Context: an optimization exercise on an open-source flow, tuned for small area, a short achievable clock period and few clock cycles per item. The choices shown serve that exercise and are no tape-out recipe. RTL that was checked went through simulation tests only; none was proved equivalent to the original. Only the layout flow was run in runs 3 to 6; the RTL was not checked for function there. Power figures rest on the tool's default switching activity, not on a simulated workload.

--- run.sh ---
#!/bin/bash
# synth_recipe.tcl (not shown) runs the flow's synth.tcl, then flattens the netlist and writes it again
# the make line also repeats each setting of config.mk as NAME=value (left out here)
make -C /OpenROAD-flow-scripts/flow DESIGN_CONFIG=/design/flow/config.mk WORK_HOME=/design/flow/orfs CLKGATE_MAP_FILE= SYNTH_SCRIPT=/design/flow/synth_recipe.tcl finish
--- config.mk ---
export PLATFORM = sky130hd
export DESIGN_NAME = og_fadd
export DESIGN_NICKNAME = og_fadd
export VERILOG_FILES = /design/flow/design.v
export SDC_FILE = /design/flow/constraint.sdc
export NUM_CORES = 4
export LEC_CHECK = 0
export ABC_CLOCK_PERIOD_IN_PS = 12000
export CAP_MARGIN = 20
export CORE_MARGIN = 2
export CORE_UTILIZATION = 40
export SETUP_SLACK_MARGIN = 1.0
export SLEW_MARGIN = 20
--- constraint.sdc ---
create_clock -name core_clock -period 24.0 [get_ports {clk}]
set_input_delay 4.8000 -clock core_clock [delete_from_list [all_inputs] [get_ports {clk}]]
set_output_delay 4.8000 -clock core_clock [all_outputs]
set_load 0.01 [all_outputs]
--- design.v ---
module og_add_pfx #(parameter W = 57) (
    input  wire [W-1:0] a,
    input  wire [W-1:0] b,
    input  wire         ci,
    output wire [W-1:0] s
);
    localparam L = 6;    
    wire [W:0] g0 = {a & b, ci};
    wire [W:0] p0 = {a ^ b, 1'b0};
    wire [W:0] g [0:L];
    wire [W:0] p [0:L];
    assign g[0] = g0;
    assign p[0] = p0;
    genvar k, i;
    generate
        for (k = 0; k < L; k = k + 1) begin : lev
            for (i = 0; i <= W; i = i + 1) begin : bit_
                if (((i >> k) & 1) == 1) begin : comb
                    localparam integer J = ((i >> k) << k) - 1;
                    assign g[k+1][i] = g[k][i] | (p[k][i] & g[k][J]);
                    assign p[k+1][i] = p[k][i] & p[k][J];
                end else begin : pass
                    assign g[k+1][i] = g[k][i];
                    assign p[k+1][i] = p[k][i];
                end
            end
        end
    endgenerate
    assign s = p0[W:1] ^ g[L][W-1:0];
endmodule
module og_inc_pfx #(parameter W = 63) (
    input  wire [W-1:0] a,
    input  wire         ci,
    output wire [W-1:0] s
);
    localparam L = 6;    
    wire [W:0] p [0:L];
    assign p[0] = {a, ci};
    genvar k, i;
    generate
        for (k = 0; k < L; k = k + 1) begin : lev
            for (i = 0; i <= W; i = i + 1) begin : bit_
                if (((i >> k) & 1) == 1) begin : comb
                    localparam integer J = ((i >> k) << k) - 1;
                    assign p[k+1][i] = p[k][i] & p[k][J];
                end else begin : pass
                    assign p[k+1][i] = p[k][i];
                end
            end
        end
    endgenerate
    assign s = a ^ p[L][W-1:0];
endmodule
module og_lzc64 (
    input  wire [63:0] x,
    output wire [5:0]  z
);
    wire [63:0] v0 = x;
    wire [31:0] v1;  wire [31:0] c1;
    wire [15:0] v2;  wire [31:0] c2;
    wire [7:0]  v3;  wire [23:0] c3;
    wire [3:0]  v4;  wire [15:0] c4;
    wire [1:0]  v5;  wire [9:0]  c5;
    genvar i;
    generate
        for (i = 0; i < 32; i = i + 1) begin : l1
            assign v1[i] = v0[2*i+1] | v0[2*i];
            assign c1[i] = ~v0[2*i+1];
        end
        for (i = 0; i < 16; i = i + 1) begin : l2
            assign v2[i] = v1[2*i+1] | v1[2*i];
            assign c2[2*i+1:2*i] = v1[2*i+1] ? {1'b0, c1[2*i+1]} : {1'b1, c1[2*i]};
        end
        for (i = 0; i < 8; i = i + 1) begin : l3
            assign v3[i] = v2[2*i+1] | v2[2*i];
            assign c3[3*i+2:3*i] = v2[2*i+1] ? {1'b0, c2[4*i+3:4*i+2]} : {1'b1, c2[4*i+1:4*i]};
        end
        for (i = 0; i < 4; i = i + 1) begin : l4
            assign v4[i] = v3[2*i+1] | v3[2*i];
            assign c4[4*i+3:4*i] = v3[2*i+1] ? {1'b0, c3[6*i+5:6*i+3]} : {1'b1, c3[6*i+2:6*i]};
        end
        for (i = 0; i < 2; i = i + 1) begin : l5
            assign v5[i] = v4[2*i+1] | v4[2*i];
            assign c5[5*i+4:5*i] = v4[2*i+1] ? {1'b0, c4[8*i+7:8*i+4]} : {1'b1, c4[8*i+3:8*i]};
        end
    endgenerate
    assign z = v5[1] ? {1'b0, c5[9:5]} : {1'b1, c5[4:0]};
endmodule
module og_fadd (
    input  wire        clk,
    input  wire        rst,         
    input  wire        in_valid,
    input  wire [63:0] a,
    input  wire [63:0] b,
    output reg         out_valid,
    output reg  [63:0] y,
    output reg         nf
);
    reg        v0;
    reg [63:0] a0, b0;
    always @(posedge clk) begin
        if (rst) v0 <= 1'b0;
        else     v0 <= in_valid;
        a0 <= a;
        b0 <= b;
    end
    wire [10:0] ea = a0[62:52];
    wire [10:0] eb = b0[62:52];
    wire        ha = |ea;
    wire        hb = |eb;
    wire [10:0] ea1 = {ea[10:1], ea[0] | ~ha};
    wire [10:0] eb1 = {eb[10:1], eb[0] | ~hb};
    wire        swap = (b0[62:0] > a0[62:0]);
    wire        eq   = (b0[62:0] == a0[62:0]);
    wire        sub  = a0[63] ^ b0[63];
    wire        sl   = swap ? b0[63] : a0[63];
    wire [10:0] xl   = swap ? eb1 : ea1;
    wire [52:0] ml   = swap ? {hb, b0[51:0]} : {ha, a0[51:0]};
    wire [52:0] ms   = swap ? {ha, a0[51:0]} : {hb, b0[51:0]};
    wire [10:0] dab = ea1 - eb1;
    wire [10:0] dba = eb1 - ea1;
    wire [10:0] d   = swap ? dba : dab;
    wire [5:0]  sh  = d[5:0] | {6{|d[10:6]}};
    wire [55:0] x0 = {ms, 3'b000};
    wire [55:0] x1 = sh[5] ? {32'd0, x0[55:32]} : x0;
    wire        t1 = sh[5] & (|x0[31:0]);
    wire [55:0] x2 = sh[4] ? {16'd0, x1[55:16]} : x1;
    wire        t2 = t1 | (sh[4] & (|x1[15:0]));
    wire [55:0] x3 = sh[3] ? {8'd0, x2[55:8]} : x2;
    wire        t3 = t2 | (sh[3] & (|x2[7:0]));
    wire [55:0] x4 = sh[2] ? {4'd0, x3[55:4]} : x3;
    wire        t4 = t3 | (sh[2] & (|x3[3:0]));
    wire [55:0] x5 = sh[1] ? {2'd0, x4[55:2]} : x4;
    wire        t5 = t4 | (sh[1] & (|x4[1:0]));
    wire [55:0] x6 = sh[0] ? {1'd0, x5[55:1]} : x5;
    wire        t6 = t5 | (sh[0] & x5[0]);
    wire [55:0] al = {x6[55:1], x6[0] | t6};
    wire [56:0] s1;
    og_add_pfx #(.W(57)) u_add (
        .a  ({1'b0, ml, 3'b000}),
        .b  ({sub, al ^ {56{sub}}}),
        .ci (sub),
        .s  (s1)
    );
    wire sg1 = sl & ~(sub & eq);
    reg        v1;
    reg [56:0] s2;
    reg [10:0] x2r;
    reg        sg2;
    always @(posedge clk) begin
        if (rst) v1 <= 1'b0;
        else     v1 <= v0;
        s2  <= s1;
        x2r <= xl;
        sg2 <= sg1;
    end
    reg [56:0] stop;
    integer j;
    always @(*) begin
        for (j = 0; j < 57; j = j + 1)
            stop[j] = (x2r == 11'd56 - j[10:0]);
    end
    wire [5:0] lz;
    og_lzc64 u_lzc (.x({s2 | stop, 7'h7F}), .z(lz));
    wire [56:0] n1 = lz[5] ? {s2[24:0], 32'd0} : s2;
    wire [56:0] n2 = lz[4] ? {n1[40:0], 16'd0} : n1;
    wire [56:0] n3 = lz[3] ? {n2[48:0], 8'd0}  : n2;
    wire [56:0] n4 = lz[2] ? {n3[52:0], 4'd0}  : n3;
    wire [56:0] n5 = lz[1] ? {n4[54:0], 2'd0}  : n4;
    wire [56:0] n6 = lz[0] ? {n5[55:0], 1'd0}  : n5;
    wire [55:0] n  = {n6[56:2], n6[1] | n6[0]};
    wire [10:0] ex = x2r + 11'd1 - {5'd0, lz};
    wire        inc = n[2] & (n[1] | n[0] | n[3]);
    wire [62:0] rounded;
    og_inc_pfx #(.W(63)) u_inc (
        .a  ({ex & {11{n[55]}}, n[54:3]}),
        .ci (inc),
        .s  (rounded)
    );
    wire nf2 = (&rounded[62:52]) | (s2[56] & (x2r == 11'd2046));
    always @(posedge clk) begin
        if (rst) out_valid <= 1'b0;
        else     out_valid <= v1;
        y  <= {sg2, rounded};
        nf <= nf2;
    end
endmodule
==> summary.txt, run 1 <==
----------------------------------------------------
[CTS]
  Post-CTS Hold Buffers ... 0
  Setup Fix Bufs, Post-CTS ... 0
  CTS H-tree lvls ... 1
  Largest buffer count on any clock path ... 3
  Clock sink total ... 265
  Number of gates resized after cts ... 0
  Root Driver ... sky130_fd_sc_hd__clkbuf_16
  Worst skew pair latency ... around 600 ps
  TritonCTS Buffers ... 30
  Clock slew at reported path FFs ... about 80 ps
  TritonCTS clock tree ... built

[Yosys]
  Count of yosys warnings during synthesis ... 3
  Distinct cells, synth ... 114
  Biggest area consumer among synthesized cells ... sky130_fd_sc_hd__dfxtp_1
  Share of the yosys chip area belonging to registers ... 22.8%
  Async set-reset flop share out of synthesis ... 0%
  Most instantiated flip-flop cell in the synthesis netlist ... sky130_fd_sc_hd__dfxtp_1
  Synth area leaders ... sky130_fd_sc_hd__dfxtp_1 23%, sky130_fd_sc_hd__mux2i_1 9.6%, sky130_fd_sc_hd__ha_1 8.2%
  Area share of the largest cell type after synthesis ... 22.8%
  Synthesized cell area ... about 0.023 mm^2
  Post-Synthesis Mean Instance Area ... a little under 8 um^2
  Synthesized netlist cell count ... 3,026
  Flop and latch count out of synthesis ... around 270
  EDFF count, synth ... 0

[Floorplan]
  IO Pins ... 197
  Horizontal extent of the die ... 245 um
  Die outline area ... 0.0602 mm^2
  Vert. Die Dim ... 245 um
  Core area ... 0.0577 mm^2
  Initial Utilization ... 40.4%
  Std cell rows ... 88

[STA]
  Slew @ Worst Pin ... 1210 ps
  Final setup slack of the worst path ... approximately 14,000 ps
  Endpoints failing setup ... 0
  Final Hold Vio Count ... 0
  Slew HR ... a little under a fifth
  Count of final max-slew check failures ... 0
  Maximum frequency from static timing analysis ... between 90 and 100 MHz
  Time the worst path needs with I/O delays and setup ... roughly 10,000 ps
  Part of the cycle the worst path needs ... between 40% and 50%
  Clock skew ... 30.8 ps
  RSZ-0062 raised after global routing ... false
  Fin Setup TNS ... 0 ps

[Job]
  Max-cap violations ... 0

[Route]
  WL per Instance ... 24.3 um
  Post-detailed-routing wire length ... 95,100 um
  DR vias ... 23,400
  Number of search-and-repair iterations in the first detailed-routing pass ... 6
  DRC Markers ... 0
  Vias per inst ... between 5 and 6
  Initial DRC count ... 1,855
  Post-route antenna net violation count ... 0

[Critical path]
  Cell family with most CP delay ... compound AO/OA/AOI/OAI gates
  Top fanout value on the critical path ... 60
  Classification of the worst setup path ... reg -> reg
  Worst EP required ... 24,510 ps
  Depth of the worst register-to-register path ... 37
  FF-to-FF Start ... a0[36]$_DFF_P_
  Register-to-register path setup slack ... 13,540 ps
  Cell at the slowest stage of the critical path ... sky130_fd_sc_hd__or4_1
  Worst reg2reg endpoint ... s2[55]$_DFF_P_
  Type of element launching the critical path ... flip-flop
  Number of buffer and inverter instances along the worst setup path ... 2
  Kind of end point of the critical path ... flip-flop
  Highest cell delay on the worst timing path ... around 700 ps
  Worst EP arrival ... 10,970 ps
  Cell repeated most along the worst path ... sky130_fd_sc_hd__a21o_1

[Hold path]
  Hold-critical path endpoint ... y[63]$_DFF_P_
  Hold Path Class ... reg -> reg
  Depth of the worst hold-timing path ... 0
  Origin of the worst min-delay path ... sg2$_DFF_P_

[Power]
  Register share of total power ... 27.9%
  Total power after layout ... 2.73 mW
  Power Dens Cells ... 101 mW/mm^2
  Leakage Power ... 11.1 nW
  Switching power summed over all nets ... around 1.2 mW
  Switching power share of the total ... between 40% and 50%
  Part of the total power dissipated in combinational logic ... 52.7%
  Pint ... around 1.5 mW
  Clock power share ... 19.4%
  Max IR drop VDD ... 0.0747 mV

[Layout]
  Fillcell total ... 5,713
  Final net count ... 3,415
  Layout Area Growth over Synthesis ... 16.0%
  Share of final-layout standard cells stronger than drive strength 1 ... 6.80%
  Final design utilization ... a little under half
  Commonest cells after routing, fill and taps aside ... 340 x sky130_fd_sc_hd__nand2_1, 265 x sky130_fd_sc_hd__dfxtp_1, 242 x sky130_fd_sc_hd__nor2_1, 239 x sky130_fd_sc_hd__o21ai_0, 223 x sky130_fd_sc_hd__mux2i_1
  Commonest non-fill, non-tap cell in the layout ... sky130_fd_sc_hd__nand2_1

[GRT]
  GR Util All Layers ... 30.6%
  Number of antenna violations at the first check in global routing ... 4
  Pin count of the biggest net entering global routing ... 88
  Global-route wire length before repair ... 140,000 um
  Residual overflow from global routing ... 0
  Via count of the first global-routing pass ... 22,400

[Placed design]
  Routability congestion estimate from global placement ... 0.994
  IO buf count ... slightly below 200
  Placement-stage worst setup slack ... 13,760 ps
  Detailed placement HPWL ... 76,300 um

[Status]
  Result of the run ... timing/DRC/antenna clean

----------------------------------------------------
-- state kept, by name, indices dropped and copies added (netlist names), 11 cells and up --
signal and count:
b0 64, x2r 11, a0 64, s2 57, y 64
-- how the worst max path moves through the flow --
stage / slack, ps / end / from / depth (start not counted)
2_1_floorplan: 15740 / s2[55]$_DFF_P_ / a0[53]$_DFF_P_ / 41
3_3_place_gp: 14100 / s2[55]$_DFF_P_ / a0[28]$_DFF_P_ / 37
3_5_place_dp: 13760 / s2[55]$_DFF_P_ / a0[56]$_DFF_P_ / 37
4_1_cts: 13710 / s2[55]$_DFF_P_ / a0[56]$_DFF_P_ / 37
5_1_grt: 12850 / s2[55]$_DFF_P_ / a0[36]$_DFF_P_ / 37
6_report: 13540 / s2[55]$_DFF_P_ / a0[36]$_DFF_P_ / 37
-- synth_stat cells, types with 36 or more instances --
cell	n
sky130_fd_sc_hd__mux2_2	36
sky130_fd_sc_hd__xor2_1	36
sky130_fd_sc_hd__dfxtp_1	265
sky130_fd_sc_hd__a21o_1	37
sky130_fd_sc_hd__o21ai_0	240
sky130_fd_sc_hd__clkbuf_1	103
sky130_fd_sc_hd__mux2i_1	223
sky130_fd_sc_hd__nand3_1	72
sky130_fd_sc_hd__nand2_1	340
sky130_fd_sc_hd__a31oi_1	48
sky130_fd_sc_hd__nor2_1	244
sky130_fd_sc_hd__xnor2_1	137
sky130_fd_sc_hd__inv_1	143
sky130_fd_sc_hd__buf_2	37
sky130_fd_sc_hd__a21oi_1	207
sky130_fd_sc_hd__and3_1	37
sky130_fd_sc_hd__nor3_1	58
sky130_fd_sc_hd__ha_1	153
-- power by group through the flow --
stage	Clock, mW	Sequential, mW	Combinational [mW]
global placement	0	0.764	1.41
floorplan	0	0.667	0.981
finish	0.531	0.761	1.44
global route	0.559	0.761	1.57
detailed placement	0	0.763	1.42
CTS	0.543	0.753	1.43
-- cell families after synthesis --
| kind of cell | count (synthesis) | synth area share, % |
|---|---|---|
| compound gates | 856 | 23.8 |
| xor+xnor | 173 | 6.50 |
| fa+ha+maj | 160 | 8.82 |
| buf+inv | 323 | 5.72 |
| flops | 265 | 22.8 |
| mux | 264 | 11.7 |
| simple gates | 985 | 20.7 |
-- routing by layer --
metal	wire [um]	track usage, %
met5	38	0
met4	5960	17.3
met3	4830	3.84
met2	45300	53.0
met1	39000	36.4
-- cell type report --
type | instances | area, um^2 | share of cell area [%]
Timing Repair Buffer | 241 | 2300 | 8.51
Tap cell | 765 | 957 | 3.54
Multi-Input combinational cell | 2438 | 16800 | 62.0
Antenna cell | 1 | 2.50 | 0.00926
Inverter | 148 | 558 | 2.07
Sequential cell | 265 | 5310 | 19.6
Clock inverter | 19 | 312 | 1.15
Clock buffer | 36 | 835 | 3.09
-- through the flow --
step           hold slack (ps)  std cells  area, um^2
2_1_floorplan              310       3026       23300
6_report                   340       3913       27000
3_5_place_dp               326       3857       25900
4_1_cts                    340       3912       27000
5_1_grt                    353       3912       27000
3_3_place_gp               313       3857       25900
Testbench counts, summed over its fixed seeds: cycles 12,024, items 12,000.
==> inputs of run 2 (changes only) <==
==> flow/run.sh (new file) <==
#!/bin/bash
# The standard ORFS flow with one change: timing repair aims for a larger
# setup margin, so the layout is optimised for a shorter achieved period.
# The clock, constraints and synthesis are the standard flow's own, unchanged.
set -euo pipefail
M=$(cat flow/margin.txt)
sed -E "s/SETUP_SLACK_MARGIN=[-0-9.]+/SETUP_SLACK_MARGIN=$M/" standard.sh > standard_margin.sh
bash standard_margin.sh > flow_make.log 2>&1
==> flow/margin.txt (new file) <==
18
==> standard.sh (new file) <==
#!/bin/bash
# synth_recipe.tcl (not shown) runs the flow's synth.tcl, then flattens the netlist and writes it again
# the make line also repeats each setting of config.mk as NAME=value (left out here)
make -C /OpenROAD-flow-scripts/flow DESIGN_CONFIG=/design/flow/config.mk WORK_HOME=/design/flow/orfs CLKGATE_MAP_FILE= SYNTH_SCRIPT=/design/flow/synth_recipe.tcl "${@:-finish}"
removed: run.sh
==> run 2 against run 1 <==
  * Critical path depth increased by 3
  * Final cell count increased by 8.7%
  * Combinational power increased by 28%
  * Non-clock buffer count increased by 331
  * Still clean on timing, DRC and antenna
  * Critical path type unchanged
  * Sequential power increased by 2%
==> summary.txt, run 2 <==
----------------------------------------------------
[Status]
  Result of the run ... timing/DRC/antenna clean

[Floorplan]
  Horizontal extent of the die ... roughly 250 um
  Std cell rows ... 88
  Die outline area ... approximately 0.06 mm^2
  IO Pins ... roughly 200
  Core area ... 0.0577 mm^2
  Initial Utilization ... 40.4%
  Vert. Die Dim ... ~250 um

[GRT]
  Most heavily used metal layer in global routing ... met2
  Via count of the first global-routing pass ... 25,300
  Met1 demand-to-capacity share in global routing ... 39.5%
  Global-route wire length before repair ... 158,000 um
  Pin count of the biggest net entering global routing ... 82
  GR Util All Layers ... 34.4%
  Residual overflow from global routing ... 0
  Met2 demand-to-capacity share in global routing ... 59.6%
  Number of antenna violations at the first check in global routing ... 4
  Met3 usage ... 4.99%

[Yosys]
  Flop and latch count out of synthesis ... 265
  Biggest area consumer among synthesized cells ... sky130_fd_sc_hd__dfxtp_1
  Distinct cells, synth ... 114
  Most frequent cells after synthesis ... 340 x sky130_fd_sc_hd__nand2_1, 265 x sky130_fd_sc_hd__dfxtp_1, 244 x sky130_fd_sc_hd__nor2_1
  Cell with the most instances after synthesis ... sky130_fd_sc_hd__nand2_1
  Synthesized cell area ... 0.0233 mm^2
  Multiplexer share of the synthesized area ... 11.7%
  Count of yosys warnings during synthesis ... 3
  Synthesized netlist cell count ... 3,026
  Post-synthesis compound-gate area fraction ... 23.8%
  Async set-reset flop share out of synthesis ... 0%
  Post-Synthesis Mean Instance Area ... 7.70 um^2
  Simple logic cell fraction of the synthesized area ... 20.7%
  Arithmetic-cell share of the synthesized area counting full adders, half adders and majority gates ... 8.82%
  Synth area leaders ... sky130_fd_sc_hd__dfxtp_1 23%, sky130_fd_sc_hd__mux2i_1 9.6%, sky130_fd_sc_hd__ha_1 8.2%
  Main combinational cell family by area after synthesis ... compound AO/OA/AOI/OAI gates
  Most instantiated flip-flop cell in the synthesis netlist ... sky130_fd_sc_hd__dfxtp_1
  Area share of the largest cell type after synthesis ... 22.8%
  EDFF count, synth ... 0
  Share of the yosys chip area belonging to registers ... between 20% and 30%
  XOR/XNOR Fraction of Synth Area ... 6.50%

[Hold path]
  Hold-critical path endpoint ... y[63]$_DFF_P_
  Depth of the worst hold-timing path ... 0
  Origin of the worst min-delay path ... sg2$_DFF_P_
  Hold Path Class ... reg -> reg

[Route]
  Post-route antenna net violation count ... 0
  Vias per inst ... 6.13
  Initial DRC count ... 2,117
  WL per Instance ... about 26 um
  Number of search-and-repair iterations in the first detailed-routing pass ... 8
  Post-detailed-routing wire length ... about 110,000 um
  DRC Markers ... 0
  DR vias ... 26,100

[Critical path]
  Worst EP required ... roughly 24,000 ps
  FF-to-FF Start ... a0[46]$_DFF_P_
  Classification of the worst setup path ... reg -> reg
  Cell at the slowest stage of the critical path ... sky130_fd_sc_hd__nor4_4
  Worst reg2reg endpoint ... s2[55]$_DFF_P_
  Highest cell delay on the worst timing path ... 400 ps
  Register-to-register path setup slack ... between 15,000 and 20,000 ps
  Cell repeated most along the worst path ... sky130_fd_sc_hd__a21o_1
  Type of element launching the critical path ... flip-flop
  Depth of the worst register-to-register path ... 40
  Kind of end point of the critical path ... flip-flop
  Top fanout value on the critical path ... slightly above 80
  Worst EP arrival ... 8430 ps

[Layout]
  Final net count ... roughly 3,800
  Commonest non-fill, non-tap cell in the layout ... sky130_fd_sc_hd__nand2_1
  Share of final-layout standard cells stronger than drive strength 1 ... 26.7%
  Commonest cells after routing, fill and taps aside ... 320 x sky130_fd_sc_hd__nand2_1, 273 x sky130_fd_sc_hd__buf_4, 232 x sky130_fd_sc_hd__dfxtp_1, 222 x sky130_fd_sc_hd__nor2_1, 192 x sky130_fd_sc_hd__o21ai_0
  Design area ... around 0.033 mm^2
  Largest registers ranked by flip-flop count ... a0 (64), b0 (64), y (64)
  Layout Area Growth over Synthesis ... 41.7%
  Finished Layout Cells ... 4,254

[STA]
  Time the worst path needs with I/O delays and setup ... 7950 ps
  Slew @ Worst Pin ... 1160 ps
  Final Hold Vio Count ... 0
  Endpoints failing setup ... 0
  Part of the cycle the worst path needs ... 33.1%
  Maximum frequency from static timing analysis ... 126 MHz
  Clock skew ... 31.6 ps
  Slew HR ... 21.7%
  Worst hold slack ... 328 ps
  Fin Setup TNS ... 0 ps
  Count of final max-slew check failures ... 0
  RSZ-0062 raised after global routing ... true

[CTS]
  TritonCTS clock tree ... built
  TritonCTS Buffers ... 30
  Post-CTS Hold Buffers ... 0
  Clock sink total ... 265
  Root Driver ... sky130_fd_sc_hd__clkbuf_16
  Clock slew at reported path FFs ... ~70 ps
  CTS H-tree lvls ... 1
  Worst skew pair latency ... 610 ps
  Largest buffer count on any clock path ... 3

[Placed design]
  Routability congestion estimate from global placement ... roughly 1
  IO buf count ... 196
  Placed insts ... ~3,900
  Standard cell area after detailed placement ... 0.0261 mm^2
  Detailed placement HPWL ... 77,100 um

[Power]
  Leakage Power ... between 10 and 15 nW
  Power Dens Cells ... 93.2 mW/mm^2
  Total power after layout ... ~3 mW
  Max IR drop VDD ... 0.0688 mV

[Job]
  Max-cap violations ... 0

----------------------------------------------------
==> run 2: cell counts after synthesis <==
No cell type changed its count.
==> run 2: logic make-up (layout without fill, tap and decap cells) <==
group,count (synthesis),count (layout)
AO/OA/AOI/OAI,856,858
multiplexers,264,264
AND/OR/NAND/NOR,985,992
adder cells (fa/ha/maj),160,160
XOR/XNOR,173,173
flip-flops,265,265
buffers and inverters,323,776
other,0,1
==> run 2: repair_timing <==
item                                   4_1_cts  5_1_grt
setup endpoints to repair                  182      102
endpoints found under the hold margin        0        0
gates resized for setup                    539      219
pin swaps                                  148      140
buffers inserted                           214      101
cloned                                      25        6
==> run 2: metal layers <==
metal  vias up  part of all wire (%)
li1      11900                     -
met1     12400                    38
met2      1297                    48
met3       443                   6.4
met4         8                   8.1
met5         -                 0.047
==> run 2: worst max path at each step <==
stage,startpoint,to,depth (start not counted)
finish,a0[46]$_DFF_P_,s2[55]$_DFF_P_,40
global route,a0[46]$_DFF_P_,s2[55]$_DFF_P_,39
CTS,a0[55]$_DFF_P_,s2[56]$_DFF_P_,43
detailed placement,a0[56]$_DFF_P_,s2[56]$_DFF_P_,36
global placement,a0[56]$_DFF_P_,s2[56]$_DFF_P_,37
floorplan,a0[52]$_DFF_P_,s2[55]$_DFF_P_,45
==> run 2: cell type report <==
type	instances	area, um^2
Timing Repair Buffer	572	5800
Tap cell	765	957
Clock buffer	44	883
Multi-Input combinational cell	2447	19300
Clock inverter	12	111
Antenna cell	1	2.50
Sequential cell	265	5370
Fill cell	5213	24700
Inverter	148	577
==> run 2: critical path: cells and delay by family, from the launching register on <==
family	cells	cell delay (ps)
AO/OA/AOI/OAI	22	3650
buffers and inverters	6	1310
AND/OR/NAND/NOR	5	1060
multiplexers	3	670
adder cells (fa/ha/maj)	2	470
flip-flops	1	350
XOR/XNOR	2	260
==> run 2: through the flow <==
stage | setup slack [ps] | util [%]
after floorplan | 16710 | -
after global placement | 14000 | 45.2
after detailed placement | 13800 | 45.2
after CTS | 16320 | 54.0
after global routing | 15740 | 57.2
final | 16050 | 57.2
==> run 2: power breakdown <==
group,total [mW],switching [mW],internal (mW),leakage (nW)
registers,0.776,0.210,0.566,2.24
logic,1.84,1.03,0.817,10.8
clock network,0.457,0.192,0.266,0.496
total,3.08,1.43,1.65,13.5
==> inputs of run 3 (changes only) <==
--- a/design.v
+++ b/design.v
@@ -99,9 +99,11 @@
     reg        v0;
     reg [63:0] a0, b0;
+    reg        swap0;           
     always @(posedge clk) begin
         if (rst) v0 <= 1'b0;
         else     v0 <= in_valid;
-        a0 <= a;
-        b0 <= b;
+        a0    <= a;
+        b0    <= b;
+        swap0 <= (b[62:52] > a[62:52]);
     end
     wire [10:0] ea = a0[62:52];
@@ -111,15 +113,21 @@
     wire [10:0] ea1 = {ea[10:1], ea[0] | ~ha};
     wire [10:0] eb1 = {eb[10:1], eb[0] | ~hb};
-    wire        swap = (b0[62:0] > a0[62:0]);
-    wire        eq   = (b0[62:0] == a0[62:0]);
-    wire        sub  = a0[63] ^ b0[63];
-    wire        sl   = swap ? b0[63] : a0[63];
+    wire        swap = swap0;
     wire [10:0] xl   = swap ? eb1 : ea1;
     wire [52:0] ml   = swap ? {hb, b0[51:0]} : {ha, a0[51:0]};
     wire [52:0] ms   = swap ? {ha, a0[51:0]} : {hb, b0[51:0]};
-    wire [10:0] dab = ea1 - eb1;
-    wire [10:0] dba = eb1 - ea1;
-    wire [10:0] d   = swap ? dba : dab;
-    wire [5:0]  sh  = d[5:0] | {6{|d[10:6]}};
+    wire        sub  = a0[63] ^ b0[63];
+    wire [10:0] dab;
+    wire [10:0] dba;
+    og_add_pfx #(.W(11)) u_dab (.a(ea1), .b(~eb1), .ci(1'b1), .s(dab));
+    og_add_pfx #(.W(11)) u_dba (.a(eb1), .b(~ea1), .ci(1'b1), .s(dba));
+    wire [5:0]  shab = dab[5:0] | {6{|dab[10:6]}};
+    wire [5:0]  shba = dba[5:0] | {6{|dba[10:6]}};
+    wire [5:0]  sh   = swap ? shba : shab;
+    wire        ee  = (ea == eb);
+    wire        sgt = ee & (b0[51:0] > a0[51:0]);    
+    wire        rev = sub & sgt;
+    wire        eq  = ee & (b0[51:0] == a0[51:0]);
+    wire        sl  = (swap ? b0[63] : a0[63]) ^ rev;
     wire [55:0] x0 = {ms, 3'b000};
     wire [55:0] x1 = sh[5] ? {32'd0, x0[55:32]} : x0;
@@ -138,6 +146,6 @@
     wire [56:0] s1;
     og_add_pfx #(.W(57)) u_add (
-        .a  ({1'b0, ml, 3'b000}),
-        .b  ({sub, al ^ {56{sub}}}),
+        .a  ({1'b0, ml, 3'b000} ^ {57{rev}}),
+        .b  ({1'b0, al} ^ {57{sub & ~rev}}),
         .ci (sub),
         .s  (s1)
@@ -146,5 +154,5 @@
     reg        v1;
     reg [56:0] s2;
-    reg [10:0] x2r;
+    reg [10:0] xp2;             
     reg        sg2;
     always @(posedge clk) begin
@@ -152,5 +160,5 @@
         else     v1 <= v0;
         s2  <= s1;
-        x2r <= xl;
+        xp2 <= xl + 11'd1;
         sg2 <= sg1;
     end
@@ -159,5 +167,5 @@
     always @(*) begin
         for (j = 0; j < 57; j = j + 1)
-            stop[j] = (x2r == 11'd56 - j[10:0]);
+            stop[j] = (xp2 == 11'd57 - j[10:0]);
     end
     wire [5:0] lz;
@@ -170,5 +178,6 @@
     wire [56:0] n6 = lz[0] ? {n5[55:0], 1'd0}  : n5;
     wire [55:0] n  = {n6[56:2], n6[1] | n6[0]};
-    wire [10:0] ex = x2r + 11'd1 - {5'd0, lz};
+    wire [10:0] ex;
+    og_add_pfx #(.W(11)) u_ex (.a(xp2), .b({5'h1F, ~lz}), .ci(1'b1), .s(ex));
     wire        inc = n[2] & (n[1] | n[0] | n[3]);
     wire [62:0] rounded;
@@ -178,5 +187,5 @@
         .s  (rounded)
     );
-    wire nf2 = (&rounded[62:52]) | (s2[56] & (x2r == 11'd2046));
+    wire nf2 = (&rounded[62:52]) | (s2[56] & (xp2 == 11'd2047));
     always @(posedge clk) begin
         if (rst) out_valid <= 1'b0;
==> run 3 against run 2 <==
  * Sequential cell count up 1
  * Combinational power down 18%
  * First-iteration DRC count up 0.57%
  * Die area up 3.9%
  * Worst hold slack better by 8.4 ps
  * Highest routed layer is now met4
  * Worst setup slack better by 350 ps
  * Synthesized cell count down 1.6%
  * Maximum frequency up 4.5%
  * Core utilization down 3.5 points
  * Critical path depth down 4
  * Register-to-register slack better by 350 ps
==> summary.txt, run 3 <==
----------------------------------------------------
[STA]
  RSZ-0062 raised after global routing ... true
  Slew @ Worst Pin ... 1120 ps
  Final Hold Vio Count ... 0
  Clock skew ... 10.6 ps
  Count of final max-slew check failures ... 0
  Endpoints failing setup ... 0
  Fin Setup TNS ... 0 ps
  Part of the cycle the worst path needs ... 31.7%
  Time the worst path needs with I/O delays and setup ... 7610 ps
  Maximum frequency from static timing analysis ... 131 MHz
  Slew HR ... 23.3%

[GRT]
  GR Util All Layers ... 29.6%
  Global-route wire length before repair ... 145,000 um
  Pin count of the biggest net entering global routing ... between 100 and 150
  Via count of the first global-routing pass ... 23,700
  Residual overflow from global routing ... 0
  Number of antenna violations at the first check in global routing ... 0

[Floorplan]
  Vert. Die Dim ... 250 um
  Initial Utilization ... 40.3%
  Die outline area ... 0.0625 mm^2
  Core area ... ~0.06 mm^2
  IO Pins ... between 150 and 200
  Std cell rows ... 90
  Horizontal extent of the die ... 250 um

[Route]
  Post-route antenna net violation count ... 0
  Post-detailed-routing wire length ... 99,600 um
  Number of search-and-repair iterations in the first detailed-routing pass ... 6
  Initial DRC count ... 2,129
  DRC Markers ... 0
  Vias per inst ... ~6.1
  WL per Instance ... approximately 24 um
  DR vias ... 25,000

[Critical path]
  Type of element launching the critical path ... flip-flop
  Worst EP required ... 24,450 ps
  Classification of the worst setup path ... reg -> reg
  Register-to-register path setup slack ... 16,390 ps
  Worst reg2reg endpoint ... s2[46]$_DFF_P_
  Kind of end point of the critical path ... flip-flop
  Cell at the slowest stage of the critical path ... sky130_fd_sc_hd__mux4_2
  Top fanout value on the critical path ... 12
  Highest cell delay on the worst timing path ... 540 ps
  Cell repeated most along the worst path ... sky130_fd_sc_hd__a21oi_2
  Worst EP arrival ... 8060 ps
  Depth of the worst register-to-register path ... 36
  Number of buffer and inverter instances along the worst setup path ... 0
  Cell family with most CP delay ... compound AO/OA/AOI/OAI gates
  FF-to-FF Start ... a0[58]$_DFF_P_

[Yosys]
  Share of the yosys chip area belonging to registers ... a little over a fifth
  Distinct cells, synth ... 109
  Synthesized netlist cell count ... 2,977
  Async set-reset flop share out of synthesis ... 0%
  Most frequent cells after synthesis ... 266 x sky130_fd_sc_hd__dfxtp_1, 252 x sky130_fd_sc_hd__mux2i_1, 250 x sky130_fd_sc_hd__nor2_1
  Cell with the most instances after synthesis ... sky130_fd_sc_hd__dfxtp_1
  Synth area leaders ... sky130_fd_sc_hd__dfxtp_1 22%, sky130_fd_sc_hd__mux2i_1 10%, sky130_fd_sc_hd__ha_1 7.8%
  Count of yosys warnings during synthesis ... 4
  Flop and latch count out of synthesis ... 266
  Biggest area consumer among synthesized cells ... sky130_fd_sc_hd__dfxtp_1
  Area share of the largest cell type after synthesis ... between 20% and 30%
  EDFF count, synth ... 0
  Synthesized cell area ... 0.0242 mm^2
  Most instantiated flip-flop cell in the synthesis netlist ... sky130_fd_sc_hd__dfxtp_1
  Post-Synthesis Mean Instance Area ... 8.14 um^2

[Status]
  Result of the run ... timing/DRC/antenna clean

[Placed design]
  Placed insts ... 3,819
  IO buf count ... 196
  Routability congestion estimate from global placement ... approximately 1
  Detailed placement HPWL ... 72,600 um

[CTS]
  Post-CTS Hold Buffers ... 0
  TritonCTS clock tree ... built
  Root Driver ... sky130_fd_sc_hd__clkbuf_16
  Clock slew at reported path FFs ... 60 ps
  TritonCTS Buffers ... 29
  Largest buffer count on any clock path ... 3
  Clock sink total ... 266
  Worst skew pair latency ... ~580 ps
  CTS H-tree lvls ... 1

[Layout]
  Share of final-layout standard cells stronger than drive strength 1 ... 23.8%
  Antenna diode count ... 0
  Finished Layout Cells ... 4,103
  Layout Area Growth over Synthesis ... 33.5%
  Final net count ... 3,594
  Largest registers ranked by flip-flop count ... a0 (64), b0 (64), y (64)
  Commonest non-fill, non-tap cell in the layout ... sky130_fd_sc_hd__dfxtp_1
  Fillcell total ... 5,638
  Commonest cells after routing, fill and taps aside ... 238 x sky130_fd_sc_hd__dfxtp_1, 222 x sky130_fd_sc_hd__mux2i_1, 219 x sky130_fd_sc_hd__nor2_1, 194 x sky130_fd_sc_hd__buf_4, 190 x sky130_fd_sc_hd__nand2_1

[Hold path]
  Depth of the worst hold-timing path ... 0
  Hold Path Class ... reg -> reg
  Origin of the worst min-delay path ... sg2$_DFF_P_
  Hold-critical path endpoint ... y[63]$_DFF_P_

[Job]
  Max-cap violations ... 0

[Power]
  Leakage Power ... 13.2 nW
  Max IR drop VDD ... about 0.051 mV
  Power Dens Cells ... 83.5 mW/mm^2

----------------------------------------------------
-- run 3: cell types whose count changed in the layout (fill, tap and decap cells not counted), sizes merged, moves of 17 or more --
cell,previous run,this run
nand2,342,204
o21ai,248,145
buf,357,263
dlygate4sd2,8,53
xnor2,137,174
clkdlybuf4s15,52,19
a211oi,33,64
a21o,37,68
mux2i,224,254
a21oi,208,180
a22o,0,25
nor3,59,80
xor2,36,53
-- run 3: per-layer routing --
layer	up-vias	track usage, %	wire length (um)
met1	12100	38.2	42000
met4	0	14.1	5470
met3	283	2.74	5440
met2	1042	49.9	46700
li1	11600	-	-
met5	-	0	0
-- run 3: logic make-up after synthesis --
group           after synthesis  share of synthesized area [%]
simple gates                870                           18.1
compound gates              818                           23.2
fa+ha+maj                   164                           8.87
buf+inv                     329                           5.86
xor+xnor                    227                           8.21
mux                         303                           13.8
flops                       266                           22.0
-- run 3: cell type report --
| type | instances | area, um^2 | area share, % |
|---|---|---|---|
| clock buffer | 37 | 797 | 2.47 |
| multi-input combinational | 2385 | 19500 | 60.4 |
| tap | 782 | 978 | 3.03 |
| sequential | 266 | 5390 | 16.7 |
| clock inverter | 16 | 225 | 0.697 |
| timing repair inverter | 1 | 11.3 | 0.0348 |
| timing repair buffer | 470 | 4800 | 14.9 |
| inverter | 146 | 583 | 1.80 |
-- run 3: worst max-delay path by stage --
| stage | start | endpoint | slack [ps] | cells after the start |
|---|---|---|---|---|
| 2_1_floorplan | a0[58]$_DFF_P_ | s2[53]$_DFF_P_ | 16950 | 39 |
| 3_3_place_gp | a0[55]$_DFF_P_ | s2[46]$_DFF_P_ | 15410 | 35 |
| 3_5_place_dp | a0[55]$_DFF_P_ | s2[46]$_DFF_P_ | 15400 | 35 |
| 4_1_cts | a0[56]$_DFF_P_ | s2[46]$_DFF_P_ | 16660 | 37 |
| 5_1_grt | a0[58]$_DFF_P_ | s2[46]$_DFF_P_ | 16050 | 36 |
| 6_report | a0[58]$_DFF_P_ | s2[46]$_DFF_P_ | 16390 | 36 |
-- run 3: timing repair --
item,in CTS,in global routing
gates cloned,15,12
hold endpoints to repair,0,0
pin swaps,142,88
buffers inserted,128,76
resized for setup,438,162
endpoints found under the setup margin,181,83
-- run 3: worst register-to-register path: cells and delay by family (launching register included) --
kind	cells	cell delay (ps)
AOI/OAI and AO/OA	18	3600
and+or+nand+nor	11	1590
adders and majority gates	3	920
muxes	2	700
DFF	1	370
xor gates and xnor gates	2	290
-- run 3: per-stage QoR --
| step | hold slack, ps | power [mW] | worst slack (ps) | cell area [um^2] | utilization (%) |
|---|---|---|---|---|---|
| final | 336 | 2.70 | 16390 | 32300 | 53.8 |
| after global routing | 353 | 2.85 | 16050 | 32300 | 53.8 |
| after CTS | 340 | 2.59 | 16660 | 30800 | 51.1 |
| after detailed placement | 327 | 2.03 | 15400 | 27000 | 44.9 |
| after global placement | 317 | 2.02 | 15410 | 27000 | 44.9 |
| after floorplan | 310 | 1.56 | 16950 | 24600 | - |
-- run 3: power breakdown --
group,total (mW),switching (mW),internal (mW),leakage [nW]
registers,0.721,0.158,0.563,2.25
clock network,0.471,0.183,0.288,0.486
logic,1.51,0.851,0.657,10.5
==> inputs of run 4 (changes only) <==
==> flow/run.sh (replaced) <==
#!/bin/bash
# The standard ORFS flow (the standard.sh) with a few settings changed:
#  - timing repair aims for a larger setup margin (flow/margin.txt), so the
#    layout is optimised for a shorter achieved period;
#  - extra make settings from flow/extra.txt (one VAR=value per line).
# The clock, constraints and synthesis are the standard flow's own, unchanged.
set -euo pipefail
M=$(cat flow/margin.txt)
ARGS=()
if [[ -f flow/extra.txt ]]; then
  while IFS= read -r line; do [[ -n "$line" ]] && ARGS+=("$line"); done < flow/extra.txt
fi
# run standard.sh's make line with the changed margin and the extra settings
sed -E "s/SETUP_SLACK_MARGIN=[-0-9.]+/SETUP_SLACK_MARGIN=$M/" standard.sh > standard_mod.sh
bash standard_mod.sh "${ARGS[@]}" finish > flow_make.log 2>&1
==> flow/extra.txt (new file) <==
BUFFER_PORTS_ARGS=-buffer_cell sky130_fd_sc_hd__buf_1
==> flow/margin.txt (replaced) <==
17.5
--- a/config.mk
+++ b/config.mk
@@ -6,8 +6,10 @@
 export NUM_CORES = 4
 export LEC_CHECK = 0
+export ABC_AREA = 1
 export ABC_CLOCK_PERIOD_IN_PS = 12000
 export CAP_MARGIN = 20
 export CORE_MARGIN = 2
-export CORE_UTILIZATION = 40
+export CORE_UTILIZATION = 55
 export SETUP_SLACK_MARGIN = 1.0
 export SLEW_MARGIN = 20
+export SYNTH_HIERARCHICAL = 1
==> run 4 against run 3 <==
  * Largest power group unchanged
  * Sequential share of layout area increased by 2.3 points
  * Still clean on timing, DRC and antenna
  * Global-route usage increased by 2.5 points
  * Worst hold slack improved by 1.9 ps
==> summary.txt, run 4 <==
----------------------------------------------------
[Power]
  Switching power share of the total ... 49.0%
  Pint ... ~1.4 mW
  Clock power share ... 16.8%
  Leakage Power ... approximately 14 nW
  Switching power summed over all nets ... 1.31 mW
  Power Dens Cells ... 94.7 mW/mm^2
  Part of the total power dissipated in combinational logic ... 58.7%
  Max IR drop VDD ... 0.135 mV
  Register share of total power ... 24.5%

[Route]
  Post-route antenna net violation count ... 0
  DRC Markers ... 0
  DR vias ... 26,700
  Vias per inst ... 5.38
  Post-detailed-routing wire length ... 80,800 um
  Number of search-and-repair iterations in the first detailed-routing pass ... 8
  Initial DRC count ... 2,273
  WL per Instance ... 16.3 um

[Yosys]
  Flop and latch count out of synthesis ... roughly 270
  Cell with the most instances after synthesis ... sky130_fd_sc_hd__nand2_1
  Share of the yosys chip area belonging to registers ... a little over a fifth
  Most instantiated flip-flop cell in the synthesis netlist ... sky130_fd_sc_hd__dfxtp_1
  Synthesized cell area ... 0.0255 mm^2
  Post-Synthesis Mean Instance Area ... between 6 and 7 um^2
  Most frequent cells after synthesis ... 1,356 x sky130_fd_sc_hd__nand2_1, 484 x sky130_fd_sc_hd__nand3_1, 456 x sky130_fd_sc_hd__inv_1
  Synthesized netlist cell count ... roughly 4,200
  Distinct cells, synth ... 65
  Biggest area consumer among synthesized cells ... sky130_fd_sc_hd__dfxtp_1
  Area share of the largest cell type after synthesis ... between 20% and 30%
  Synth area leaders ... sky130_fd_sc_hd__dfxtp_1 21%, sky130_fd_sc_hd__nand2_1 20%, sky130_fd_sc_hd__nand3_1 9.5%
  Count of yosys warnings during synthesis ... 10
  Async set-reset flop share out of synthesis ... 0%
  EDFF count, synth ... 0

[Layout]
  Fillcell total ... 4,613
  Final net count ... 4,642
  Commonest cells after routing, fill and taps aside ... 1,353 x sky130_fd_sc_hd__nand2_1, 482 x sky130_fd_sc_hd__nand3_1, 448 x sky130_fd_sc_hd__inv_1, 317 x sky130_fd_sc_hd__o21ai_0, 279 x sky130_fd_sc_hd__nor2_1
  Antenna diode count ... 0
  Multi-input gate area ... 0.0178 mm^2
  Finished Layout Cells ... 4,967
  Largest registers ranked by flip-flop count ... a0 (64), b0 (64), y (64)
  Layout Area Growth over Synthesis ... 10.7%
  Register cell area after layout ... 0.00533 mm^2
  Commonest non-fill, non-tap cell in the layout ... sky130_fd_sc_hd__nand2_1
  Share of final-layout standard cells stronger than drive strength 1 ... roughly 6.6%

[Placed design]
  Detailed placement HPWL ... 62,300 um
  Placement-stage worst setup slack ... roughly 16,000 ps
  IO buf count ... 196
  Routability congestion estimate from global placement ... 1.03
  Placed insts ... 4,867

[STA]
  Clock skew ... approximately 40 ps
  Part of the cycle the worst path needs ... between 20 and 30%
  Slew HR ... between 30 and 40%
  Final Hold Vio Count ... 0
  Maximum frequency from static timing analysis ... 162 MHz
  Fin Setup TNS ... 0 ps
  Count of final max-slew check failures ... 0
  Endpoints failing setup ... 0
  Time the worst path needs with I/O delays and setup ... 6160 ps
  Final setup slack of the worst path ... 17,840 ps
  RSZ-0062 raised after global routing ... true
  Slew @ Worst Pin ... roughly 990 ps

[Critical path]
  Cell at the slowest stage of the critical path ... sky130_fd_sc_hd__fa_1
  Type of element launching the critical path ... flip-flop
  Number of buffer and inverter instances along the worst setup path ... 7
  Kind of end point of the critical path ... flip-flop
  Worst EP arrival ... 6610 ps
  Top fanout value on the critical path ... 26
  Cell repeated most along the worst path ... sky130_fd_sc_hd__nand2_1
  Classification of the worst setup path ... reg -> reg
  FF-to-FF Start ... b0[60]$_DFF_P_
  Worst EP required ... around 24,000 ps
  Depth of the worst register-to-register path ... slightly above 40
  Worst reg2reg endpoint ... s2[31]$_DFF_P_
  Highest cell delay on the worst timing path ... around 450 ps
  Cell family with most CP delay ... simple AND/OR/NAND/NOR gates
  Register-to-register path setup slack ... 17,840 ps

[CTS]
  Clock slew at reported path FFs ... 60 ps
  Clock sink total ... 266
  Root Driver ... sky130_fd_sc_hd__clkbuf_16
  TritonCTS Buffers ... 29
  Worst skew pair latency ... 590 ps
  Largest buffer count on any clock path ... 3
  Post-CTS Hold Buffers ... 0
  CTS H-tree lvls ... 1
  TritonCTS clock tree ... built

[Hold path]
  Depth of the worst hold-timing path ... 0
  Origin of the worst min-delay path ... sg2$_DFF_P_
  Hold-critical path endpoint ... y[63]$_DFF_P_
  Hold Path Class ... reg -> reg

[Floorplan]
  IO Pins ... 197
  Initial Utilization ... a little under three fifths
  Vert. Die Dim ... 219 um
  Core area ... 0.0456 mm^2
  Horizontal extent of the die ... 219 um
  Die outline area ... 0.0480 mm^2
  Std cell rows ... 78

[GRT]
  Residual overflow from global routing ... 0
  Via count of the first global-routing pass ... 23,500
  GR Util All Layers ... 32.2%
  Global-route wire length before repair ... 124,000 um
  Number of antenna violations at the first check in global routing ... 0
  Pin count of the biggest net entering global routing ... about 120

[Status]
  Result of the run ... timing/DRC/antenna clean

[Job]
  Max-cap violations ... 0

----------------------------------------------------
## run 4: cell count changes after synthesis, moves of 60 or more
cell	previous run	this run
sky130_fd_sc_hd__nand2_1	202	1356
sky130_fd_sc_hd__a21oi_1	178	112
sky130_fd_sc_hd__a21o_1	68	8
sky130_fd_sc_hd__inv_1	142	456
sky130_fd_sc_hd__mux2i_1	252	55
sky130_fd_sc_hd__nand3_1	76	484
sky130_fd_sc_hd__xnor2_1	174	79
sky130_fd_sc_hd__o21ai_0	138	326
## run 4: final cells by class
cell class              count  share of cell area [%]
repair buffers            254                    5.18
multi-input cells        3310                    63.0
clock buffers              38                    2.91
well taps                 600                    2.66
clock inverters            15                   0.560
inverters                 482                    6.68
repair inverters            2                  0.0577
flip-flops and latches    266                    18.9
## run 4: cells by family (layout without fill, tap and decap cells)
logic type | after synthesis | in the layout | share of synthesized area, %
other | 1 | 18 | 0.0147
muxes | 55 | 55 | 2.16
adders and majority gates | 166 | 166 | 8.69
xor gates and xnor gates | 134 | 134 | 4.83
buffers and inverters | 667 | 791 | 11.0
DFF | 266 | 266 | 20.9
AOI/OAI and AO/OA | 614 | 617 | 13.3
and+or+nand+nor | 2314 | 2320 | 39.1
## run 4: repair_timing
item | 4_1_cts | 5_1_grt
gates resized for setup | 36 | 64
buffers inserted | 3 | 25
endpoints found under the setup margin | 55 | 79
gates cloned | 5 | 13
pin swaps | 4 | 16
## run 4: per-module statistics from Yosys (local to each module, per instance), a selection
module	area (um^2)	cells inside	flip-flops and latches
og_fadd	18200	2870	266
og_lzc64	931	195	0
## run 4: per-stage QoR
step           util [%]  hold slack (ps)  cell area, um^2  power, mW
3_5_place_dp       57.7              319            26300       2.15
6_report           61.8              338            28200       2.67
2_1_floorplan         -              310            25500       1.77
4_1_cts            60.3              343            27500       2.62
5_1_grt            61.8              353            28200       2.90
3_3_place_gp       57.7              332            26300       2.14
## run 4: worst max path at each step
stage / start / cells after the start / endpoint
after floorplan: a[54] / 10 / swap0$_DFF_P_
after global placement: b0[62]$_DFF_P_ / 42 / s2[31]$_DFF_P_
after detailed placement: b0[62]$_DFF_P_ / 42 / s2[31]$_DFF_P_
after CTS: b0[62]$_DFF_P_ / 40 / s2[31]$_DFF_P_
after global routing: b0[60]$_DFF_P_ / 43 / s2[31]$_DFF_P_
final: b0[60]$_DFF_P_ / 41 / s2[31]$_DFF_P_
## run 4: layer usage
layer  up-vias  global-route usage, %  share of wire, %
li1      13800                      -                 -
met2       968                   52.2                44
met5         -                      0                 0
met1     11700                   42.7                44
met4         0                   14.9               5.7
met3       260                   3.83               6.3
## run 4: power groups by stage
stage / clock network [mW] / logic, mW / registers (mW)
after floorplan: 0 / 1.12 / 0.647
after global placement: 0 / 1.49 / 0.658
after detailed placement: 0 / 1.49 / 0.660
after CTS: 0.459 / 1.51 / 0.651
after global routing: 0.475 / 1.77 / 0.664
final: 0.449 / 1.57 / 0.653
==> inputs of run 5 (changes only) <==
--- a/design.v
+++ b/design.v
@@ -97,7 +97,12 @@
     output reg         nf
 );
+    wire [10:0] ea_in = a[62:52];
+    wire [10:0] eb_in = b[62:52];
+    wire [10:0] dab  = ea_in - eb_in;
+    wire [10:0] dba  = eb_in - ea_in;
     reg        v0;
     reg [63:0] a0, b0;
     reg        swap0;           
+    reg [5:0]  shab0, shba0;    
     always @(posedge clk) begin
         if (rst) v0 <= 1'b0;
@@ -106,4 +111,6 @@
         b0    <= b;
         swap0 <= (b[62:52] > a[62:52]);
+        shab0 <= dab[5:0] | {6{|dab[10:6]}};
+        shba0 <= dba[5:0] | {6{|dba[10:6]}};
     end
     wire [10:0] ea = a0[62:52];
@@ -118,10 +125,10 @@
     wire [52:0] ms   = swap ? {ha, a0[51:0]} : {hb, b0[51:0]};
     wire        sub  = a0[63] ^ b0[63];
-    wire [10:0] dab;
-    wire [10:0] dba;
-    og_add_pfx #(.W(11)) u_dab (.a(ea1), .b(~eb1), .ci(1'b1), .s(dab));
-    og_add_pfx #(.W(11)) u_dba (.a(eb1), .b(~ea1), .ci(1'b1), .s(dba));
-    wire [5:0]  shab = dab[5:0] | {6{|dab[10:6]}};
-    wire [5:0]  shba = dba[5:0] | {6{|dba[10:6]}};
+    wire [10:0] eam1 = ea - 11'd1;
+    wire [10:0] ebm1 = eb - 11'd1;
+    wire [5:0]  cam1 = eam1[5:0] | {6{|eam1[10:6]}};
+    wire [5:0]  cbm1 = ebm1[5:0] | {6{|ebm1[10:6]}};
+    wire [5:0]  shab = hb ? shab0 : (ha ? cam1 : 6'd0);
+    wire [5:0]  shba = ha ? shba0 : (hb ? cbm1 : 6'd0);
     wire [5:0]  sh   = swap ? shba : shab;
     wire        ee  = (ea == eb);
==> flow/margin.txt (replaced) <==
18
==> run 5 against run 4 <==
  * Combinational power grew 6%
  * Design area shrank 0.15%
  * Register-to-register slack gained 280 ps
  * Clock power grew 0.9%
  * Critical path type is now in -> reg
  * Largest cell class unchanged
  * Highest routed layer unchanged
==> summary.txt, run 5 <==
----------------------------------------------------
[Status]
  Result of the run ... timing/DRC/antenna clean

[Critical path]
  Depth of the worst register-to-register path ... 29
  Type of element launching the critical path ... primary input
  Top fanout value on the critical path ... 6
  FF-to-FF Start ... xp2[10]$_DFF_P_
  Classification of the worst setup path ... in -> reg
  Worst reg2reg endpoint ... nf$_DFF_P_
  Register-to-register path setup slack ... ~18,000 ps
  Worst EP required ... between 20,000 and 25,000 ps
  Worst EP arrival ... 6900 ps
  Kind of end point of the critical path ... flip-flop

[GRT]
  Residual overflow from global routing ... 0
  Global-route wire length before repair ... 124,000 um
  Via count of the first global-routing pass ... 23,700
  GR Util All Layers ... 32.2%
  Number of antenna violations at the first check in global routing ... 1
  Pin count of the biggest net entering global routing ... between 100 and 150

[CTS]
  Root Driver ... sky130_fd_sc_hd__clkbuf_16
  Worst skew pair latency ... 580 ps
  Post-CTS Hold Buffers ... 0
  Clock slew at reported path FFs ... 60 ps
  TritonCTS clock tree ... built
  Largest buffer count on any clock path ... 3
  TritonCTS Buffers ... 29
  CTS H-tree lvls ... 1
  Clock sink total ... 278

[Layout]
  Layout Area Growth over Synthesis ... 10.7%
  Share of final-layout standard cells stronger than drive strength 1 ... 6.65%
  Final design utilization ... between 60 and 70%
  Fillcell total ... 4,523
  Commonest non-fill, non-tap cell in the layout ... sky130_fd_sc_hd__nand2_1
  Final net count ... 4,595
  Antenna diode count ... 0
  Finished Layout Cells ... 4,932
  Commonest cells after routing, fill and taps aside ... 1,268 x sky130_fd_sc_hd__nand2_1, 502 x sky130_fd_sc_hd__nand3_1, 456 x sky130_fd_sc_hd__inv_1, 310 x sky130_fd_sc_hd__o21ai_0, 277 x sky130_fd_sc_hd__dfxtp_1
  Largest registers ranked by flip-flop count ... a0 (64), b0 (64), y (64)

[STA]
  Clock skew ... roughly 24 ps
  Part of the cycle the worst path needs ... 26.9%
  Slew HR ... 48.5%
  Time the worst path needs with I/O delays and setup ... around 6500 ps
  Final setup slack of the worst path ... 17,540 ps
  Maximum frequency from static timing analysis ... 155 MHz
  Slew @ Worst Pin ... about 760 ps
  Count of final max-slew check failures ... 0
  Fin Setup TNS ... 0 ps
  Final Hold Vio Count ... 0
  RSZ-0062 raised after global routing ... true
  Endpoints failing setup ... 0

[Yosys]
  Most instantiated flip-flop cell in the synthesis netlist ... sky130_fd_sc_hd__dfxtp_1
  EDFF count, synth ... 0
  Share of the yosys chip area belonging to registers ... 21.9%
  Most frequent cells after synthesis ... 1,278 x sky130_fd_sc_hd__nand2_1, 505 x sky130_fd_sc_hd__nand3_1, 464 x sky130_fd_sc_hd__inv_1
  Synthesized cell area ... 0.0254 mm^2
  Async set-reset flop share out of synthesis ... 0%
  Biggest area consumer among synthesized cells ... sky130_fd_sc_hd__dfxtp_1
  Area share of the largest cell type after synthesis ... 21.9%
  Synth area leaders ... sky130_fd_sc_hd__dfxtp_1 22%, sky130_fd_sc_hd__nand2_1 19%, sky130_fd_sc_hd__nand3_1 9.9%
  Flop and latch count out of synthesis ... 278
  Cell with the most instances after synthesis ... sky130_fd_sc_hd__nand2_1
  Synthesized netlist cell count ... 4,180
  Distinct cells, synth ... 67
  Count of yosys warnings during synthesis ... 10
  Post-Synthesis Mean Instance Area ... 6.08 um^2

[Hold path]
  Depth of the worst hold-timing path ... 0
  Hold Path Class ... reg -> reg
  Origin of the worst min-delay path ... sg2$_DFF_P_
  Hold-critical path endpoint ... y[63]$_DFF_P_

[Power]
  Total power after layout ... 2.80 mW
  Leakage Power ... 13.9 nW
  Max IR drop VDD ... 0.0981 mV
  Power Dens Cells ... between 90 and 100 mW/mm^2

[Route]
  DR vias ... 26,400
  WL per Instance ... 16.0 um
  Post-route antenna net violation count ... 0
  Number of search-and-repair iterations in the first detailed-routing pass ... 6
  Post-detailed-routing wire length ... between 70,000 and 80,000 um
  Initial DRC count ... 2,325
  DRC Markers ... 0
  Vias per inst ... 5.35

[Floorplan]
  Vert. Die Dim ... 219 um
  Die outline area ... 0.0479 mm^2
  Horizontal extent of the die ... 219 um
  IO Pins ... 197
  Initial Utilization ... approximately 56%
  Core area ... between 0.04 and 0.05 mm^2
  Std cell rows ... 78

[Placed design]
  Detailed placement HPWL ... ~62,000 um
  IO buf count ... 196
  Routability congestion estimate from global placement ... 1.01
  Placement-stage worst setup slack ... 16,690 ps
  Placed insts ... 4,835

[Job]
  Max-cap violations ... 0

----------------------------------------------------
[run 5: changes by cell type after synthesis, moves of 17 or more]
cell	change
sky130_fd_sc_hd__clkbuf_1	+43
sky130_fd_sc_hd__mux2i_1	+22
sky130_fd_sc_hd__nand2_1	-78
sky130_fd_sc_hd__nand3_1	+21
sky130_fd_sc_hd__buf_2	-17
[run 5: per-stage QoR]
stage,cell area [um^2],hold WS (ps)
after global placement,26500,331
after floorplan,25600,310
after detailed placement,26500,330
after global routing,28100,343
final,28100,336
after CTS,27800,343
[run 5: how the worst max path moves through the flow]
stage,slack [ps],end,start,cells past startpoint
after floorplan,17210,shab0[5]$_DFF_P_,a[52],12
after global placement,16730,shab0[5]$_DFF_P_,a[52],13
after detailed placement,16690,shba0[2]$_DFF_P_,a[53],14
after CTS,17590,shab0[5]$_DFF_P_,a[52],13
after global routing,17410,shab0[5]$_DFF_P_,a[52],13
final,17540,shab0[5]$_DFF_P_,a[52],13
[run 5: area by class of cell]
type                    count  area (um^2)  area share [%]
inverters                 487         1880            6.68
flip-flops and latches    278         5570            19.8
well taps                 600          751            2.67
repair inverters            1         5.00          0.0178
repair buffers            263         1390            4.93
clock inverters            15          151           0.538
clock buffers              38          810            2.88
multi-input cells        3250        17600            62.5
[run 5: critical path: stages]
cell and delay [ps]:
sky130_fd_sc_hd__buf_12 80, sky130_fd_sc_hd__inv_8 30, sky130_fd_sc_hd__ha_4 150, sky130_fd_sc_hd__fa_2 380, sky130_fd_sc_hd__o21ai_2 140, sky130_fd_sc_hd__nand2_1 80
sky130_fd_sc_hd__nand2_2 80, sky130_fd_sc_hd__inv_2 40, sky130_fd_sc_hd__o221ai_2 140, sky130_fd_sc_hd__nor2_1 70, sky130_fd_sc_hd__or3b_4 410, sky130_fd_sc_hd__nor4_4 360
sky130_fd_sc_hd__nand3_1 130
[run 5: repair_timing]
action | CTS | global route
pin swaps | 28 | 16
resized for setup | 47 | 55
gates cloned | 2 | 3
buffers inserted | 30 | 9
hold endpoints to repair | 0 | 0
setup endpoints to repair | 114 | 103
[run 5: per-layer routing]
layer  share of wire [%]  global-route usage [%]  up-vias
met2                  45                    53.2      809
met3                 5.6                    3.62      175
met4                 4.6                    12.5        0
li1                    -                       -    13800
met1                  45                    42.9    11700
met5                   0                       0        -
[run 5: power by group]
part,internal [mW],switching (mW)
Sequential,0.593,0.0844
Combinational,0.570,1.10
Clock,0.260,0.193
Total,1.42,1.38
[run 5: Yosys stat by module (local to each module, per instance), a selection]
| module | copies in the design | flops+latches |
|---|---|---|
| og_fadd | 1 | 278 |
| og_lzc64 | 1 | 0 |
[run 5: cells by family after synthesis]
kind of cell	after synthesis	synth area share [%]
compound gates	620	13.5
buf+inv	671	10.7
simple gates	2234	37.8
other cells	1	0.0148
flops	278	21.9
mux	77	3.03
xor+xnor	145	5.07
fa+ha+maj	154	7.94
==> inputs of run 6 (changes only) <==
--- a/config.mk
+++ b/config.mk
@@ -11,4 +11,5 @@
 export CORE_MARGIN = 2
 export CORE_UTILIZATION = 55
+export CTS_BUF_LIST = sky130_fd_sc_hd__clkbuf_8 sky130_fd_sc_hd__clkbuf_4
 export SETUP_SLACK_MARGIN = 1.0
 export SLEW_MARGIN = 20
==> run 6 against run 5 <==
  * Still clean
  * Design area up 0.22%
  * Global-route usage about the same
  * Clock power up 6.2%
  * Critical path type unchanged
  * Critical endpoint is now shba0[2]$_DFF_P_
  * Highest routed layer unchanged
==> summary.txt, run 6 <==
----------------------------------------------------
[Status]
  Result of the run ... timing/DRC/antenna clean

[Critical path]
  Depth of the worst register-to-register path ... 36
  Classification of the worst setup path ... in -> reg
  Type of element launching the critical path ... primary input
  Cell family with most CP delay ... compound AO/OA/AOI/OAI gates
  Highest cell delay on the worst timing path ... 400 ps
  Worst EP arrival ... about 6900 ps
  FF-to-FF Start ... xp2[10]$_DFF_P_
  Register-to-register path setup slack ... between 15,000 and 20,000 ps
  Number of buffer and inverter instances along the worst setup path ... 4
  Top fanout value on the critical path ... 6
  Cell at the slowest stage of the critical path ... sky130_fd_sc_hd__fa_2
  Kind of end point of the critical path ... flip-flop

[Job]
  Max-cap violations ... 0

[Yosys]
  Synthesized cell area ... 0.0254 mm^2
  Post-Synthesis Mean Instance Area ... 6.08 um^2
  Simple logic cell fraction of the synthesized area ... 37.8%
  Share of the yosys chip area belonging to registers ... 21.9%
  Count of yosys warnings during synthesis ... 10
  EDFF count, synth ... 0
  Main combinational cell family by area after synthesis ... simple AND/OR/NAND/NOR gates
  Synth area leaders ... sky130_fd_sc_hd__dfxtp_1 22%, sky130_fd_sc_hd__nand2_1 19%, sky130_fd_sc_hd__nand3_1 9.9%
  Biggest area consumer among synthesized cells ... sky130_fd_sc_hd__dfxtp_1
  Arithmetic-cell share of the synthesized area counting full adders, half adders and majority gates ... 7.94%
  XOR/XNOR Fraction of Synth Area ... under 10%
  Area share of the largest cell type after synthesis ... between 20 and 25%
  Post-synthesis compound-gate area fraction ... a little over an eighth
  Synthesized netlist cell count ... between 4,000 and 5,000
  Most frequent cells after synthesis ... 1,278 x sky130_fd_sc_hd__nand2_1, 505 x sky130_fd_sc_hd__nand3_1, 464 x sky130_fd_sc_hd__inv_1
  Async set-reset flop share out of synthesis ... 0%
  Most instantiated flip-flop cell in the synthesis netlist ... sky130_fd_sc_hd__dfxtp_1
  Cell with the most instances after synthesis ... sky130_fd_sc_hd__nand2_1
  Multiplexer share of the synthesized area ... 3.03%

[Placed design]
  Placed insts ... 4,835
  Detailed placement HPWL ... around 62,000 um
  IO buf count ... 196
  Routability congestion estimate from global placement ... 1.01
  Placement-stage worst setup slack ... 16,690 ps

[Floorplan]
  Die outline area ... about 0.048 mm^2
  IO Pins ... 197
  Initial Utilization ... 55.9%
  Core area ... 0.0455 mm^2
  Std cell rows ... 78
  Horizontal extent of the die ... 219 um

[Route]
  Number of search-and-repair iterations in the first detailed-routing pass ... 7
  WL per Instance ... roughly 16 um
  Initial DRC count ... 2,384
  Post-route antenna net violation count ... 0
  Vias per inst ... between 5 and 6
  Post-detailed-routing wire length ... 78,600 um
  DRC Markers ... 0

[GRT]
  Most heavily used metal layer in global routing ... met2
  Via count of the first global-routing pass ... between 20,000 and 25,000
  Met3 usage ... a little over 4%
  Met1 demand-to-capacity share in global routing ... 42.7%
  Residual overflow from global routing ... 0
  Global-route wire length before repair ... 123,000 um
  Number of antenna violations at the first check in global routing ... 0
  Met2 demand-to-capacity share in global routing ... between 50% and 60%
  Pin count of the biggest net entering global routing ... 113
  GR Util All Layers ... 32.2%

[Layout]
  Final net count ... between 4,000 and 5,000
  Fillcell total ... 4,519
  Antenna diode count ... 0
  Finished Layout Cells ... 4,956
  Commonest cells after routing, fill and taps aside ... 1,267 x sky130_fd_sc_hd__nand2_1, 502 x sky130_fd_sc_hd__nand3_1, 456 x sky130_fd_sc_hd__inv_1, 310 x sky130_fd_sc_hd__o21ai_0, 277 x sky130_fd_sc_hd__dfxtp_1
  Largest registers ranked by flip-flop count ... a0 (64), b0 (64), y (64)
  Layout Area Growth over Synthesis ... 11.0%
  Commonest non-fill, non-tap cell in the layout ... sky130_fd_sc_hd__nand2_1
  Share of final-layout standard cells stronger than drive strength 1 ... ~7.3%

[STA]
  Endpoints failing setup ... 0
  Final setup slack of the worst path ... 17,540 ps
  Final Hold Vio Count ... 0
  Slew HR ... 47.2%
  Part of the cycle the worst path needs ... 26.9%
  RSZ-0062 raised after global routing ... true
  Worst hold slack ... 333 ps
  Fin Setup TNS ... 0 ps
  Count of final max-slew check failures ... 0
  Clock skew ... 26.3 ps
  Time the worst path needs with I/O delays and setup ... 6460 ps
  Slew @ Worst Pin ... 784 ps

[Power]
  Pint ... 1.45 mW
  Power Dens Cells ... between 100 and 150 mW/mm^2
  Register share of total power ... 24.0%
  Switching power summed over all nets ... around 1.4 mW
  Clock power share ... 17.0%
  Leakage Power ... 14.0 nW
  Max IR drop VDD ... 0.0875 mV
  Switching power share of the total ... between 40% and 50%

[CTS]
  Root Driver ... sky130_fd_sc_hd__clkbuf_8
  Worst skew pair latency ... between 600 and 700 ps
  Clock slew at reported path FFs ... 60 ps
  Largest buffer count on any clock path ... 3
  TritonCTS Buffers ... 46
  Post-CTS Hold Buffers ... 0
  Clock sink total ... 278
  TritonCTS clock tree ... built

[Hold path]
  Hold Path Class ... reg -> reg
  Depth of the worst hold-timing path ... 0
  Origin of the worst min-delay path ... sg2$_DFF_P_
  Hold-critical path endpoint ... y[63]$_DFF_P_

----------------------------------------------------
## run 6: area by class of cell
class                           count  area [um^2]  area share (%)
Multi-Input combinational cell   3250        17600            62.4
Sequential cell                   278         5570            19.8
Inverter                          487         1880            6.66
Timing Repair Buffer              259         1320            4.68
Clock buffer                       69          887            3.15
Tap cell                          600          751            2.66
Clock inverter                     12          196           0.697
Timing Repair inverter              1         5.00          0.0178
## run 6: metrics by stage
step           cell area (um^2)  total power [mW]  util, %
4_1_cts                   27900              2.81     61.4
3_5_place_dp              26500              2.31     58.2
6_report                  28200              2.82     62.0
3_3_place_gp              26500              2.29     58.2
2_1_floorplan             25600              1.89        -
5_1_grt                   28200              3.09     62.0
## run 6: kinds of logic after synthesis
group | count (synthesis)
other | 1
multiplexers | 77
AO/OA/AOI/OAI | 620
adder cells (fa/ha/maj) | 154
buffers and inverters | 671
XOR/XNOR | 145
AND/OR/NAND/NOR | 2234
flip-flops | 278
## run 6: worst max path at each step
stage | start | endpoint | depth (start not counted)
2_1_floorplan | a[52] | shab0[5]$_DFF_P_ | 12
3_3_place_gp | a[52] | shab0[5]$_DFF_P_ | 13
3_5_place_dp | a[53] | shba0[2]$_DFF_P_ | 14
4_1_cts | a[52] | shab0[5]$_DFF_P_ | 13
5_1_grt | a[55] | shab0[5]$_DFF_P_ | 13
6_report | a[52] | shba0[2]$_DFF_P_ | 13
## run 6: what timing repair did
item                                    CTS  global route
hold endpoints to repair                  0             0
cloned                                    2             3
gates resized for setup                  41            51
endpoints found under the setup margin  114            99
pin swaps                                25            11
setup buffers                            28             7
## run 6: power by group through the flow
stage                     sequential (mW)  clock, mW  combinational, mW
after global placement              0.687          0               1.61
after global routing                0.687      0.513               1.89
after detailed placement            0.689          0               1.62
final                               0.678      0.481               1.66
after CTS                           0.677      0.492               1.64
after floorplan                     0.671          0               1.22
## run 6: modules after synthesis, one instance, submodules excluded, excerpt
module,cells inside,flip-flops and latches,cell area (um^2)
og_lzc64,195,0,931
og_fadd,2977,278,19100
## run 6: routing by layer
| layer | vias up | part of all wire, % | routed length (um) |
|---|---|---|---|
| met5 | - | 0 | 0 |
| met4 | 0 | 4.3 | 3410 |
| met3 | 168 | 6.3 | 4950 |
| met2 | 843 | 45 | 35400 |
| met1 | 11600 | 44 | 34900 |
| li1 | 13800 | - | - |

Check on run 6: ideal ports give 17.544 ns setup slack; a clkbuf_16 on the clock port and buf_2 on the inputs give 17.552 ns; moving port delays by the midpoint clock arrival (0.660 ns) as well gives 16.892 ns.
